From an optimization exercise on the open Yosys and OpenROAD flow, aimed at small area, a short achievable clock period and few clock cycles; shortcuts taken in it are not production practice. Power figures rest on the tool's default switching activity, not on a simulated workload.

==> flow/design.v <==
module huff_tree #(
    parameter K  = 16,   
    parameter FW = 12,   
    parameter SW = 16    
) (
    input  wire           clk,
    input  wire           rst,
    input  wire           cmd_valid,
    output wire           cmd_ready,
    input  wire [4:0]     k_cnt,
    input  wire [K*FW-1:0] freqs,
    output wire           out_valid,
    input  wire           out_ready,
    output wire           out_end,
    output wire [4:0]     out_left,
    output wire [4:0]     out_right,
    output wire [SW-1:0]  out_freq
);
    localparam ID = K/2;    
    integer j;
    reg  [3:0]    prk [0:K-1];    
    reg  [3:0]    pt;             
    reg  [FW-1:0] ft;             
    reg           ftv;            
    reg           plast;          
    reg           pdone;          
    wire [FW-1:0] fte = ftv ? ft : freqs[FW-1:0];
    reg  [K-1:0]  lt;             
    reg  [3:0]    prk_n [0:K-1];  
    reg  [K-1:0]  ohp0, ohp1;     
    always @(*)
        for (j = 0; j < K; j = j + 1) begin
            lt[j] = (j >= k_cnt) ||
                    (fte < freqs[j*FW +: FW]) ||
                    (fte == freqs[j*FW +: FW] && pt < j);
            if (pdone) begin
                prk_n[j] = prk[j];
                ohp0[j]  = (prk[j] == 4'd0);
                ohp1[j]  = (prk[j] == 4'd1);
            end else if (!ftv) begin
                prk_n[j] = {3'd0, lt[j]};
                ohp0[j]  = !lt[j];
                ohp1[j]  = lt[j];
            end else begin
                prk_n[j] = prk[j] + lt[j];
                ohp0[j]  = (prk[j] == 4'd0) && !lt[j];
                ohp1[j]  = (prk[j] == 4'd1) ? !lt[j] : (prk[j] == 4'd0) && lt[j];
            end
        end
    reg  [FW-1:0] rf [0:K-1];
    reg  [3:0]    rk [0:K-1];
    reg  [4:0]    rk_k;           
    reg  [4:0]    s;              
    reg  [K-1:0]  oh0, oh1;       
    reg           rfb;            
    assign cmd_ready = (pdone || plast) && !rfb;
    wire   acc = cmd_valid && cmd_ready;
    reg           act;            
    reg           mrf;            
    reg           pend;           
    reg  [4:0]    ih;             
    reg  [SW-1:0] iq [0:ID-1];
    reg  [3:0]    n;              
    reg           o_v, o_e;
    reg  [4:0]    o_l, o_r;
    reg  [SW-1:0] o_f;
    wire [4:0]    lrem = mrf ? rk_k - s : 5'd0;
    wire          vl0 = (lrem != 5'd0);
    wire          vl1 = (lrem[4:1] != 4'd0);
    wire          vi0 = (n != 4'd0);
    wire          vi1 = (n[3:1] != 3'd0);
    wire [3:0]    s2 = s[3:0] + 4'd2;
    wire [3:0]    s3 = s[3:0] + 4'd3;
    reg  [FW-1:0] l0f, l1f;
    reg  [3:0]    l0i, l1i;
    reg  [K-1:0]  oh2, oh3;
    always @(*) begin
        l0f = 0; l1f = 0; l0i = 0; l1i = 0;
        for (j = 0; j < K; j = j + 1) begin
            if (oh0[j]) begin
                l0f = l0f | rf[j];
                l0i = l0i | j;
            end
            if (oh1[j]) begin
                l1f = l1f | rf[j];
                l1i = l1i | j;
            end
            oh2[j]  = (rk[j] == s2);
            oh3[j]  = (rk[j] == s3);
        end
    end
    wire [SW-1:0] l0 = {{(SW-FW){1'b0}}, l0f};
    wire [SW-1:0] l1 = {{(SW-FW){1'b0}}, l1f};
    wire [SW-1:0] i0 = iq[0];
    wire [SW-1:0] i1 = iq[1];
    wire          last  = (lrem == 5'd1 && n == 4'd0) || (lrem == 5'd0 && n == 4'd1);
    wire          oslot = !o_v || out_ready;
    wire          go_end   = act && oslot && last;
    wire          go_merge = act && oslot && !last;
    wire          ca = vl0 && (!vi0 || l0 <= i0);    
    wire          cb = vl1 && (!vi0 || l1 <= i0);    
    wire          cc = vl0 && (!vi1 || l0 <= i1);    
    wire [SW-1:0] s_ll = l0 + l1;
    wire [SW-1:0] s_li = l0 + i0;
    wire [SW-1:0] s_ii = i0 + i1;
    wire [SW-1:0] sum = ca ? (cb ? s_ll : s_li) : (cc ? s_li : s_ii);
    wire [4:0]    xi = ca ? {1'b0, l0i} : ih;
    wire [4:0]    yi = ca ? (cb ? {1'b0, l1i} : ih) : (cc ? {1'b0, l0i} : ih + 5'd1);
    wire [1:0]    lpop = ca ? (cb ? 2'd2 : 2'd1) : (cc ? 2'd1 : 2'd0);
    wire [1:0]    ipop = 2'd2 - lpop;
    wire [3:0]    wpos = n - ipop;    
    wire [1:0]    lp = go_merge ? lpop : (go_end && vl0) ? 2'd1 : 2'd0;
    wire          lfree = mrf && (s + lp == rk_k);
    wire          start = (!act || go_end) && (pend || acc);
    assign out_valid = o_v;
    assign out_end   = o_e;
    assign out_left  = o_l;
    assign out_right = o_r;
    assign out_freq  = o_f;
    always @(posedge clk) begin
        if (cmd_ready)
            for (j = 0; j < K; j = j + 1) begin
                rf[j] <= freqs[j*FW +: FW];
                rk[j] <= prk_n[j];
            end
        for (j = 0; j < K; j = j + 1)
            prk[j] <= prk_n[j];
        ft <= freqs[(pt + 4'd1)*FW +: FW];
        if (go_merge)
            for (j = 0; j < ID; j = j + 1)
                iq[j] <= (j == wpos) ? sum :
                         (ipop == 2'd0) ? iq[j] :
                         (ipop == 2'd1) ? iq[(j+1) % ID] : iq[(j+2) % ID];
        if (go_merge || go_end) begin
            o_e <= go_end;
            o_l <= go_end ? (vl0 ? {1'b0, l0i} : ih) : xi;
            o_r <= yi;
            o_f <= go_end ? (vl0 ? l0 : i0) : sum;
        end
        if (acc)
            rk_k <= k_cnt;
        if (cmd_ready) begin
            oh0 <= ohp0;
            oh1 <= ohp1;
        end else if (mrf) begin
            oh0 <= (lp == 2'd0) ? oh0 : (lp == 2'd1) ? oh1 : oh2;
            oh1 <= (lp == 2'd0) ? oh1 : (lp == 2'd1) ? oh2 : oh3;
        end
        if (acc) begin
            s   <= 5'd0;
        end else if (mrf) begin
            s   <= s + lp;
        end
        if (rst) begin
            pt    <= 4'd0;
            ftv   <= 1'b0;
            plast <= 1'b0;
            pdone <= 1'b0;
            rfb   <= 1'b0;
            act   <= 1'b0;
            mrf   <= 1'b0;
            pend  <= 1'b0;
            n     <= 4'd0;
            o_v   <= 1'b0;
        end else begin
            if (acc || !cmd_valid) begin
                pt    <= 4'd0;
                ftv   <= 1'b0;
                plast <= 1'b0;
                pdone <= 1'b0;
            end else if (!pdone) begin
                pt    <= pt + 4'd1;
                ftv   <= 1'b1;
                plast <= ({1'b0, pt} + 5'd2 == k_cnt);
                pdone <= ({1'b0, pt} + 5'd1 == k_cnt);
            end
            if (acc)
                rfb <= 1'b1;
            else if (lfree)
                rfb <= 1'b0;
            if (go_merge)
                n <= wpos + 4'd1;
            else if (go_end)
                n <= 4'd0;
            if (go_merge || go_end)
                o_v <= 1'b1;
            else if (out_ready)
                o_v <= 1'b0;
            if (go_merge)
                ih <= ih + ipop;
            if (start) begin
                act  <= 1'b1;
                mrf  <= 1'b1;
                pend <= 1'b0;
                ih   <= pend ? rk_k : k_cnt;
            end else begin
                if (go_end)
                    act <= 1'b0;
                if (acc) begin
                    mrf  <= 1'b0;
                    pend <= 1'b1;
                end else if (go_end) begin
                    mrf  <= 1'b0;
                end
            end
        end
    end
endmodule
clock: 10.0 ns
lec_check: 0
abc_clock_period_in_ps: 2500
cap_margin: 20
core_margin: 2
core_utilization: 60
setup_slack_margin: 5
slew_margin: 20
run.sh (not shown) runs the stock make flow with config.mk's settings and CLKGATE_MAP_FILE= SYNTH_SCRIPT=/design/flow/synth_recipe.tcl, a recipe that flattens the netlist after the stock synthesis.
The first run completed without violations.
Change:
--- a/flow/config.mk
+++ b/flow/config.mk
@@ -6,8 +6,8 @@
 export NUM_CORES = 4
 export LEC_CHECK = 0
-export ABC_CLOCK_PERIOD_IN_PS = 2500
-export CAP_MARGIN = 20
+export ABC_CLOCK_PERIOD_IN_PS = 4000
+export CAP_MARGIN = 30
 export CORE_MARGIN = 2
-export CORE_UTILIZATION = 60
+export CORE_UTILIZATION = 40
 export SETUP_SLACK_MARGIN = 5
-export SLEW_MARGIN = 20
+export SLEW_MARGIN = 40
=> The new run passed the timing, design-rule and antenna checks. Die area goes up by well over a third. Combinational power barely changes. Sequential power stays flat. Core utilization goes down by 24 points.
Function was not checked in any run of this note: the RTL went through the layout flow alone.

-- re-timing with driven ports --
The flow's constraints put no driver on any port. The routed layouts listed below were extracted and timed again, unchanged, in two steps. Step 1 assumes that a clkbuf_16 drives the clock port and a buf_2 every other input. Step 2 also shifts input and output timing later by t, the mid clock arrival at the registers, as if the neighbouring blocks saw the same clock. Three values: ideal ports, drivers, drivers and shift; two values: the first two.
run | shift t [ns] | setup WS [ns] | clock arrival spread, ns
the first run | 0.714 | 4.918 / 4.918 / 4.325 | 0.047 / 0.047
the second run | 0.680 | 4.897 / 4.897 / 4.384 | 0.043 / 0.043
After both steps setup and hold are still met in every run listed. For the first run, which loses most, drivers alone change the setup slack by 0.000 ns; drivers and shift together by -0.593 ns.
